This is an optimization exercise on Yosys and OpenROAD, whose aim is small area and few clock cycles, not a production implementation.
Only simulation tests tie the RTL to the original design; equivalence was not proved.
Power and IR drop assume default switching activity.

## softphy_rx
module softphy_rx (
    input             clk,
    input             rst,           
    input      [1:0]  cfg_coding,    
    input      [11:0] cfg_leadin,
    input      [15:0] cfg_pollbud,
    input      [31:0] cfg_rxtmo,
    input      [15:0] cfg_th_short,
    input      [15:0] cfg_th_long,
    input      [15:0] cfg_th_viol,
    input      [15:0] cfg_th_short_t,
    input      [15:0] cfg_th_long_t,
    input      [15:0] cfg_th_viol_t,
    input             start,
    output            busy,
    output reg        done,
    input             s_valid,
    output            s_ready,
    input             s_end,         
    input      [31:0] s_time,
    input             s_level,
    output reg [2:0]  rx_stat,
    output     [9:0]  rx_count,
    output reg [14:0] rx_npulse,
    output reg [14:0] rx_synth,
    input      [3:0]  win_addr,
    output     [31:0] win_data
);
    localparam [2:0] ST_OK       = 3'd0,
                     ST_NORESP   = 3'd1,
                     ST_PREAMBLE = 3'd2,
                     ST_STOPBIT  = 3'd3,
                     ST_PROTOCOL = 3'd5;
    localparam [2:0] S_IDLE  = 3'd0,
                     S_FIRST = 3'd1,    
                     S_WAIT  = 3'd2,    
                     S_RUN   = 3'd3,    
                     S_DRAIN = 3'd4;    
    localparam integer NINS = 1;
    localparam integer ISTEP = 16 / NINS;
    reg [2:0]   state;
    reg [511:0] ring;         
    reg [3:0]   ph;
    reg         lvl;          
    reg [31:0]  t_ref;        
    reg [17:0]  t_edge;       
    reg         lead_bad;
    reg [14:0]  hp;           
    reg [3:0]   pos;          
    reg [9:0]   wp;           
    reg [2:0]   qn;           
    reg [3:0]   qv;           
    reg         cur_bit;      
    reg         last_bit;     
    function automatic lt16(input [15:0] a, input [15:0] b);
        integer k;
        reg r;
        begin
            r = 1'b0;
            for (k = 0; k < 16; k = k + 1)
                r = (~a[k] & b[k]) | (~a[k] & r) | (b[k] & r);
            lt16 = r;
        end
    endfunction
    function automatic lt32(input [31:0] a, input [31:0] b);
        integer k;
        reg r;
        begin
            r = 1'b0;
            for (k = 0; k < 32; k = k + 1)
                r = (~a[k] & b[k]) | (~a[k] & r) | (b[k] & r);
  ...
For scale: ~280 I/O pins, roughly 28000 sq um of cells after synthesis.
clock: 12.0 ns
lec_check: 0
abc_area: 1
cap_margin: 20
core_margin: 2
core_utilization: 40
slew_margin: 20
standard.sh (not shown) runs the stock make flow with config.mk's settings and CLKGATE_MAP_FILE= SYNTH_SCRIPT=/design/flow/synth_recipe.tcl, a recipe that flattens the netlist after the stock synthesis.
==> flow/flow/run.sh <==
#!/bin/bash
# The standard layout, with three changes: synthesis maps adders and
# comparators with Yosys's own Brent-Kung carry tree instead of the
# Kogge-Stone one (the registers are unchanged), ports get small buffers,
# and the clock tree uses clkbuf_8 clusters without dummy loads.
# Each tool's output is kept in the ORFS logs; make's own output goes to
# flow.log.
set -euo pipefail
export SYNTH_OPERATIONS_ARGS="-nofsm"
export BUFFER_PORTS_ARGS="-buffer_cell sky130_fd_sc_hd__buf_1"
export CTS_ARGS="-sink_clustering_enable -repair_clock_nets -dont_use_dummy_load -sink_clustering_size 16 -sink_clustering_max_diameter 60 -buf_list {sky130_fd_sc_hd__clkbuf_8}"
bash standard.sh > flow.log 2>&1
Testbench counts at the start, summed over its fixed seeds: cycles 4,003,742.
Rerun with:
--- a/flow/design.v
+++ b/flow/design.v
@@ -141,12 +141,13 @@
     wire [1:0] ncomp = (a_c1 && (a_c2 || b_cc)) ? 2'd2 : {1'b0, a_c1 || b_cc};
     wire       v1    = a_c1 ? a_v1 : b_v;
     wire       v2    = a_c2 || b_v;
     wire [3:0] p  = b_data ? ((pa + 4'd1) & m_last) : pa;
     wire       cb = b_data ? (b_c || b_v) : ca;
     wire take    = s_valid && s_ready;
+    wire t_ld    = take && !(state == S_WAIT && s_level == lvl);
     wire run_b   = take && (state == S_RUN) && !s_end;
     wire stop_rn = take && (state == S_RUN) &&
                    (s_end || (edge_ev ? (c_end || ovf_a) : e_end));
     wire rec_a   = run_b && edge_ev && !c_end && !ovf_a;
     wire rec_b   = rec_a && syn && !ovf_b;
     wire stop    = stop_rn || (rec_a && ovf_b) ||
@@ -241,13 +242,13 @@
             rx_npulse <= 15'd0;
             rx_synth  <= 15'd0;
             ph        <= 4'd0;
         end else begin
             ph <= ph + 4'd1;
             done <= 1'b0;
-            if (take) t_ref <= s_time;
+            if (t_ld) t_ref <= s_time;
             if (wr && wp != 10'h3ff) wp <= wp + 10'd1;
             qv <= qv_nx;
             qn <= qn_nx;
             case (state)
                 S_IDLE: begin
                     if (start) begin
@@ -267,19 +268,16 @@
                         lvl <= s_level;
                         if (!s_end) state <= S_WAIT;
                     end
                 end
                 S_WAIT: begin
                     if (take) begin
-                        t_ref <= s_time;
                         if (s_level != lvl) begin
                             lvl    <= s_level;
                             t_edge <= s_time[17:0];
                             state  <= S_RUN;
-                        end else begin
-                            t_ref <= t_ref;
                         end
                     end
                 end
                 S_RUN: begin
                     if (rec_a) begin
                         lvl       <= s_level;
What happened: Utilization increases by 0.22 points. Synthesized area came out higher by 0.84%. Power rises by 1.7%. Routed wire length barely changes. Sequential cell count is unchanged. Final cell count rose by 0.33%.
Testbench counts after the change, summed over its fixed seeds: cycles 4,003,742.

---

The RTL this note starts from:
==> flow/design.v <==
module softphy_rx (
    input             clk,
    input             rst,           
    input      [1:0]  cfg_coding,    
    input      [11:0] cfg_leadin,
    input      [15:0] cfg_pollbud,
    input      [31:0] cfg_rxtmo,
    input      [15:0] cfg_th_short,
    input      [15:0] cfg_th_long,
    input      [15:0] cfg_th_viol,
    input      [15:0] cfg_th_short_t,
    input      [15:0] cfg_th_long_t,
    input      [15:0] cfg_th_viol_t,
    input             start,
    output            busy,
    output reg        done,
    input             s_valid,
    output            s_ready,
    input             s_end,         
    input      [31:0] s_time,
    input             s_level,
    output reg [2:0]  rx_stat,
    output     [9:0]  rx_count,
    output reg [14:0] rx_npulse,
    output reg [14:0] rx_synth,
    input      [3:0]  win_addr,
    output     [31:0] win_data
);
    localparam [2:0] ST_OK       = 3'd0,
                     ST_NORESP   = 3'd1,
                     ST_PREAMBLE = 3'd2,
                     ST_STOPBIT  = 3'd3,
                     ST_PROTOCOL = 3'd5;
    localparam [2:0] S_IDLE  = 3'd0,
                     S_FIRST = 3'd1,    
                     S_WAIT  = 3'd2,    
                     S_RUN   = 3'd3,    
                     S_DRAIN = 3'd4;    
    localparam integer NINS = 1;
    localparam integer ISTEP = 16 / NINS;
    reg [2:0]   state;
    reg [511:0] ring;         
    reg [3:0]   ph;
    reg         lvl;          
    reg [31:0]  t_ref;        
    reg [17:0]  t_edge;       
    reg         lead_bad;
    reg [14:0]  hp;           
    reg [3:0]   pos;          
    reg [9:0]   wp;           
    reg [2:0]   qn;           
    reg [3:0]   qv;           
    reg         cur_bit;      
    reg         last_bit;     
    function automatic lt16(input [15:0] a, input [15:0] b);
        integer k;
        reg r;
        begin
            r = 1'b0;
            for (k = 0; k < 16; k = k + 1)
                r = (~a[k] & b[k]) | (~a[k] & r) | (b[k] & r);
            lt16 = r;
        end
    endfunction
    function automatic lt32(input [31:0] a, input [31:0] b);
        integer k;
        reg r;
        begin
            r = 1'b0;
            for (k = 0; k < 32; k = k + 1)
                r = (~a[k] & b[k]) | (~a[k] & r) | (b[k] & r);
            lt32 = r;
        end
    endfunction
    wire m1 = (cfg_coding == 2'd0);
    reg [3:0] m_lo;           
    always @(*) begin
        case (cfg_coding)
            2'd0:    m_lo = 4'd0;
            2'd1:    m_lo = 4'd1;
            2'd2:    m_lo = 4'd3;
            default: m_lo = 4'd7;
        endcase
    end
    wire [3:0] m_hi   = m_lo + 4'd1;                
    wire [3:0] m_last = {m_lo[2:0], 1'b1};          
    wire in_leadin = lt16({1'b0, rx_npulse}, {4'd0, cfg_leadin});
    wire [14:0] np1 = rx_npulse + 15'd1;
    wire in_leadin1 = in_leadin && (np1 != {3'd0, cfg_leadin});
    wire mand = m1 ? (pos == 4'd1) : ((pos != m_lo) && (pos != m_last));
    wire tight = in_leadin || mand;
    wire [15:0] th_s = tight ? cfg_th_short_t : cfg_th_short;
    wire [15:0] th_l = tight ? cfg_th_long_t  : cfg_th_long;
    wire [15:0] th_v = tight ? cfg_th_viol_t  : cfg_th_viol;
    wire [31:0] diff    = s_time - t_ref;           
    wire        overrun = (diff[31:16] != 16'd0) || lt16(cfg_pollbud, diff[15:0]);
    wire [17:0] el      = s_time[17:0] - t_edge;    
    wire        e_hi    = (diff[31:17] != 15'd0) || el[17];
    wire        big0  = e_hi || el[16];
    wire        d_big = overrun ? e_hi : big0;
    wire [15:0] d     = overrun ? el[16:1] : el[15:0];
    wire lt_s = !d_big && lt16(d, th_s);
    wire lt_l = !d_big && lt16(d, th_l);
    wire lt_v = !d_big && lt16(d, th_v);
    wire c_end = !(lt_s || lt_l || lt_v);             
    wire e_end = !lt_v;                               
    wire [1:0] n_a = (lt_s ? 2'd1 : (lt_l ? 2'd2 : 2'd3));  
    wire edge_ev = overrun || (s_level != lvl);     
    wire syn     = overrun && (s_level == lvl);     
    wire        hp_k1 = hp[14];
    wire        hp_k2 = hp_k1 || (hp[13:0] == 14'h3fff);
    wire        hp_k3 = hp_k2 || (hp[13:0] == 14'h3ffe);
    wire        hp_k4 = hp_k3 || (hp[13:0] == 14'h3ffd);
    wire        ovf_a = lt_s ? hp_k1 : (lt_l ? hp_k2 : hp_k3);
    wire        ovf_b = syn && (lt_s ? hp_k2 : (lt_l ? hp_k3 : hp_k4));
    wire [2:0]  hp_n  = {1'b0, n_a} + {2'd0, syn};
    wire [14:0] hp_nx = hp + {12'd0, hp_n};
    wire a_data = !in_leadin;
    wire b_data = syn && !in_leadin1;
    wire [4:0] m_two = {1'b0, m_last} + 5'd1;      
    wire       a_v1  = cur_bit && (pos != m_hi);   
    reg  [3:0] pa_n  [1:3];
    reg  [2:0] a_c_n [1:3];                         
    reg  [4:0] sa;
    integer n;
    always @(*) begin
        for (n = 1; n <= 3; n = n + 1) begin
            sa        = {1'b0, pos} + n[4:0];
            a_c_n[n]  = {1'b0, m1 && sa[2], sa >= m_two};
            pa_n[n]   = sa[3:0] & m_last;
        end
    end
    wire [1:0] a_cc  = a_data ? (lt_s ? a_c_n[1][1:0] : (lt_l ? a_c_n[2][1:0] : a_c_n[3][1:0])) : 2'b00;
    wire       a_c1  = a_cc[0];
    wire       a_c2  = a_cc[1];
    wire [3:0] pa    = a_data ? (lt_s ? pa_n[1] : (lt_l ? pa_n[2] : pa_n[3])) : pos;
    wire       ca    = a_data ? (a_c1 || a_v1) : cur_bit;
    wire       b_c   = (pa == m_last);             
    wire       b_v   = ca && (pa != m_hi);
    wire       b_cc  = b_data && b_c;
    wire [1:0] ncomp = (a_c1 && (a_c2 || b_cc)) ? 2'd2 : {1'b0, a_c1 || b_cc};
    wire       v1    = a_c1 ? a_v1 : b_v;
    wire       v2    = a_c2 || b_v;
    wire [3:0] p  = b_data ? ((pa + 4'd1) & m_last) : pa;
    wire       cb = b_data ? (b_c || b_v) : ca;
    wire take    = s_valid && s_ready;
    wire run_b   = take && (state == S_RUN) && !s_end;
    wire stop_rn = take && (state == S_RUN) &&
                   (s_end || (edge_ev ? (c_end || ovf_a) : e_end));
    wire rec_a   = run_b && edge_ev && !c_end && !ovf_a;
    wire rec_b   = rec_a && syn && !ovf_b;
    wire stop    = stop_rn || (rec_a && ovf_b) ||
                   (take && (state == S_FIRST) && s_end) ||
                   (take && (state == S_WAIT) && (s_end || lt32(cfg_rxtmo, diff)));
    wire [10:0] nbt  = {1'b0, wp} + {8'd0, qn};
    wire nb_hi = nbt > 11'd513;
    wire nb_lo = nbt < 11'd9;
    reg [2:0] stat;
    always @(*) begin
        if (state != S_RUN)                  stat = ST_NORESP;
        else if (rec_a || edge_ev && ovf_a && !s_end && !c_end)
                                             stat = ST_PROTOCOL;   
        else if (in_leadin || lead_bad)      stat = ST_PREAMBLE;
        else if (nb_hi)                      stat = ST_PROTOCOL;
        else if (nb_lo)                      stat = ST_NORESP;
        else if (!last_bit)                  stat = ST_STOPBIT;
        else                                 stat = ST_OK;
    end
    wire [3:0] ins_pl = wp[8:5] + wp[3:0] - ph - 4'd1;    
    wire       ins_ok = (ins_pl % ISTEP) == 0;
    wire       wr     = (qn != 3'd0) && (wp[9] || ins_ok);
    wire       wr_en  = wr && !wp[9];
    genvar gj, gp;
    generate
        for (gj = 0; gj < 32; gj = gj + 1) begin : g_ring
            for (gp = 0; gp < 16; gp = gp + 1) begin : g_place
                if (gp % ISTEP == 0) begin : g_ins
                    always @(posedge clk)
                        ring[16*gj + gp] <= (wr_en && wp[4:0] == gj && ins_pl == gp) ?
                                            qv[0] : ring[16*gj + (gp + 1) % 16];
                end else begin : g_rot
                    always @(posedge clk)
                        ring[16*gj + gp] <= ring[16*gj + (gp + 1) % 16];
                end
            end
        end
    endgenerate
    wire [2:0] qn_s = qn - {2'd0, wr};
    reg  [3:0] qv_nx;
    reg  [2:0] qn_nx;
    always @(*) begin
        qv_nx = wr ? {1'b0, qv[3:1]} : qv;
        qn_nx = qn_s;
        if (rec_a && ncomp != 2'd0) begin
            qv_nx[qn_s[1:0]] = v1;
            qn_nx = qn_s + 3'd1;
            if (ncomp == 2'd2) begin
                qv_nx[qn_s[1:0] + 2'd1] = v2;
                qn_nx = qn_s + 3'd2;
            end
        end
    end
    wire [3:0]  rd_pl = win_addr - ph;
    reg  [31:0] rd_word;
    reg  [15:0] rd_turn;
    integer r, q;
    always @(*) begin
        for (r = 0; r < 32; r = r + 1) begin
            for (q = 0; q < 16; q = q + 1)
                rd_turn[q] = ring[16*r + (q + r) % 16];
            rd_word[r] = rd_turn[rd_pl];
        end
    end
    assign rx_count = (rx_stat == ST_OK) ? wp - 10'd1 : 10'd0;
    wire        w_all = rx_count[9] || (win_addr < rx_count[8:5]);
    wire        w_eq  = (win_addr == rx_count[8:5]);
    reg  [31:0] w_mask;
    integer j;
    always @(*) begin
        for (j = 0; j < 32; j = j + 1)
            w_mask[j] = w_all || (w_eq && (j[4:0] < rx_count[4:0]));
    end
    genvar g;
    generate
        for (g = 0; g < 32; g = g + 1) begin : g_win
            assign win_data[31 - g] = rd_word[g] && w_mask[g];
        end
    endgenerate
    assign busy    = (state != S_IDLE);
    assign s_ready = ((state == S_FIRST) || (state == S_WAIT) || (state == S_RUN)) &&
                     (qn <= 3'd2);
    always @(posedge clk) begin
        if (rst) begin
            state     <= S_IDLE;
            done      <= 1'b0;
            rx_stat   <= ST_OK;
            wp        <= 10'd1;
            qn        <= 3'd0;
            rx_npulse <= 15'd0;
            rx_synth  <= 15'd0;
            ph        <= 4'd0;
        end else begin
            ph <= ph + 4'd1;
            done <= 1'b0;
            if (take) t_ref <= s_time;
            if (wr && wp != 10'h3ff) wp <= wp + 10'd1;
            qv <= qv_nx;
            qn <= qn_nx;
            case (state)
                S_IDLE: begin
                    if (start) begin
                        rx_npulse <= 15'd0;
                        rx_synth  <= 15'd0;
                        lead_bad  <= 1'b0;
                        hp        <= 15'd0;
                        pos       <= 4'd0;
                        cur_bit   <= 1'b1;
                        wp        <= 10'd0;
                        qn        <= 3'd0;
                        state     <= S_FIRST;
                    end
                end
                S_FIRST: begin
                    if (take) begin
                        lvl <= s_level;
                        if (!s_end) state <= S_WAIT;
                    end
                end
                S_WAIT: begin
                    if (take) begin
                        t_ref <= s_time;
                        if (s_level != lvl) begin
                            lvl    <= s_level;
                            t_edge <= s_time[17:0];
                            state  <= S_RUN;
                        end else begin
                            t_ref <= t_ref;
                        end
                    end
                end
                S_RUN: begin
                    if (rec_a) begin
                        lvl       <= s_level;
                        t_edge    <= s_time[17:0];
                        hp        <= hp_nx;
                        rx_npulse <= rx_npulse + {13'd0, rec_b, !rec_b};
                        if (rec_b) rx_synth <= rx_synth + 15'd1;
                        if (in_leadin && n_a != 2'd1) lead_bad <= 1'b1;
                        pos     <= p;
                        cur_bit <= cb;
                        if (ncomp != 2'd0) last_bit <= (ncomp == 2'd2) ? v2 : v1;
                    end
                end
                S_DRAIN: begin
                    if (qn_s <= 3'd1) begin
                        state <= S_IDLE;
                        done  <= 1'b1;
                        qn    <= 3'd0;
                        wp    <= nbt[9:0];
                    end
                end
                default: state <= S_IDLE;
            endcase
            if (stop) begin
                rx_stat  <= stat;
                if (stat == ST_OK && qn_s > 3'd1) begin
                    state <= S_DRAIN;
                end else begin
                    state <= S_IDLE;
                    done  <= 1'b1;
                    qn    <= 3'd0;
                    wp    <= nbt[9:0];
                end
            end
        end
    end
endmodule
==> flow/config.mk <==
export PLATFORM = sky130hd
export DESIGN_NAME = softphy_rx
export DESIGN_NICKNAME = softphy_rx
export VERILOG_FILES = /design/flow/design.v
export SDC_FILE = /design/flow/constraint.sdc
export NUM_CORES = 4
export LEC_CHECK = 0
export CAP_MARGIN = 20
export CORE_MARGIN = 2
export CORE_UTILIZATION = 40
export SLEW_MARGIN = 20
==> flow/constraint.sdc <==
create_clock -name core_clock -period 12.0 [get_ports {clk}]
set_input_delay 2.4000 -clock core_clock [delete_from_list [all_inputs] [get_ports {clk}]]
set_output_delay 2.4000 -clock core_clock [all_outputs]
set_load 0.01 [all_outputs]
==> flow/flow/run.sh <==
#!/bin/bash
# The standard layout, with small port buffers and a clock tree of small
# buffers without dummy loads. Each tool's output is kept in the ORFS logs;
# make's own output goes to flow.log.
set -euo pipefail
export BUFFER_PORTS_ARGS="-buffer_cell sky130_fd_sc_hd__buf_1"
export CTS_ARGS="-sink_clustering_enable -repair_clock_nets -dont_use_dummy_load -sink_clustering_size 16 -sink_clustering_max_diameter 60 -buf_list {sky130_fd_sc_hd__clkbuf_8}"
bash standard.sh > flow.log 2>&1
Testbench counts at the start, summed over its fixed seeds: cycles 4,003,738.
Next try:
--- a/flow/design.v
+++ b/flow/design.v
@@ -151,21 +151,23 @@
     wire rec_b   = rec_a && syn && !ovf_b;
     wire stop    = stop_rn || (rec_a && ovf_b) ||
                    (take && (state == S_FIRST) && s_end) ||
                    (take && (state == S_WAIT) && (s_end || lt32(cfg_rxtmo, diff)));
-    wire [10:0] nbt  = {1'b0, wp} + {8'd0, qn};
-    wire nb_hi = nbt > 11'd513;
-    wire nb_lo = nbt < 11'd9;
+    localparam [2:0] ST_BITS = 3'd7;
     reg [2:0] stat;
     always @(*) begin
         if (state != S_RUN)                  stat = ST_NORESP;
         else if (rec_a || edge_ev && ovf_a && !s_end && !c_end)
                                              stat = ST_PROTOCOL;   
         else if (in_leadin || lead_bad)      stat = ST_PREAMBLE;
-        else if (nb_hi)                      stat = ST_PROTOCOL;
-        else if (nb_lo)                      stat = ST_NORESP;
-        else if (!last_bit)                  stat = ST_STOPBIT;
-        else                                 stat = ST_OK;
+        else                                 stat = ST_BITS;
+    end
+    reg [2:0] stat_bits;
+    always @(*) begin
+        if (wp > 10'd513)                    stat_bits = ST_PROTOCOL;
+        else if (wp < 10'd9)                 stat_bits = ST_NORESP;
+        else if (!last_bit)                  stat_bits = ST_STOPBIT;
+        else                                 stat_bits = ST_OK;
     end
     wire [3:0] ins_pl = wp[8:5] + wp[3:0] - ph - 4'd1;    
     wire       ins_ok = (ins_pl % ISTEP) == 0;
     wire       wr     = (qn != 3'd0) && (wp[9] || ins_ok);
@@ -291,26 +293,24 @@
                         if (ncomp != 2'd0) last_bit <= (ncomp == 2'd2) ? v2 : v1;
                     end
                 end
                 S_DRAIN: begin
-                    if (qn_s <= 3'd1) begin
-                        state <= S_IDLE;
-                        done  <= 1'b1;
-                        qn    <= 3'd0;
-                        wp    <= nbt[9:0];
+                    if (qn == 3'd0) begin
+                        state   <= S_IDLE;
+                        done    <= 1'b1;
+                        rx_stat <= stat_bits;
                     end
                 end
                 default: state <= S_IDLE;
             endcase
             if (stop) begin
-                rx_stat  <= stat;
-                if (stat == ST_OK && qn_s > 3'd1) begin
+                if (stat == ST_BITS && qn != 3'd0) begin
                     state <= S_DRAIN;
                 end else begin
-                    state <= S_IDLE;
-                    done  <= 1'b1;
-                    qn    <= 3'd0;
-                    wp    <= nbt[9:0];
+                    state   <= S_IDLE;
+                    done    <= 1'b1;
+                    qn      <= 3'd0;
+                    rx_stat <= (stat == ST_BITS) ? stat_bits : stat;
                 end
             end
         end
     end
- The new run completed without violations
- area after synthesis shrinks by 2.3%
- utilization barely changes
- non-clock buffer count grows by 8
- clock skew shrinks by 16 ps
- clock power hardly moves
Testbench counts after the change, summed over its fixed seeds: cycles 4,003,742.

-- port drivers added, routing unchanged --
How much do the figures lean on ideal ports? The routed layouts below were timed once more, with nothing changed but the port constraints. Step 1, drivers: a clkbuf_16 drives clk and a buf_2 each remaining input, both assumed. Step 2, shift: input delay + t, output delay - t, t = (earliest + latest rising clock arrival at the registers) / 2. This alone moves slack from input paths to output paths. Three values: ideal ports, drivers, drivers and shift; two values: the first two.
run | shift t [ns] | setup slack, ns | slew at the worst register clock pin (ns)
the first run of note 1 | 0.725 | 1.098 / 1.136 / 0.412 | 0.10 / 0.10
the second run of note 1 | 0.707 | 1.128 / 1.162 / 0.456 | 0.10 / 0.10
the first run of note 2 | 0.698 | 2.351 / 2.390 / 1.692 | 0.10 / 0.10
the second run of note 2 | 0.705 | 2.444 / 2.472 / 1.768 | 0.11 / 0.11
After both steps every run listed still meets setup and hold. For the first run of note 1, which loses most, drivers alone change the setup slack by +0.038 ns; drivers and shift together by -0.686 ns.
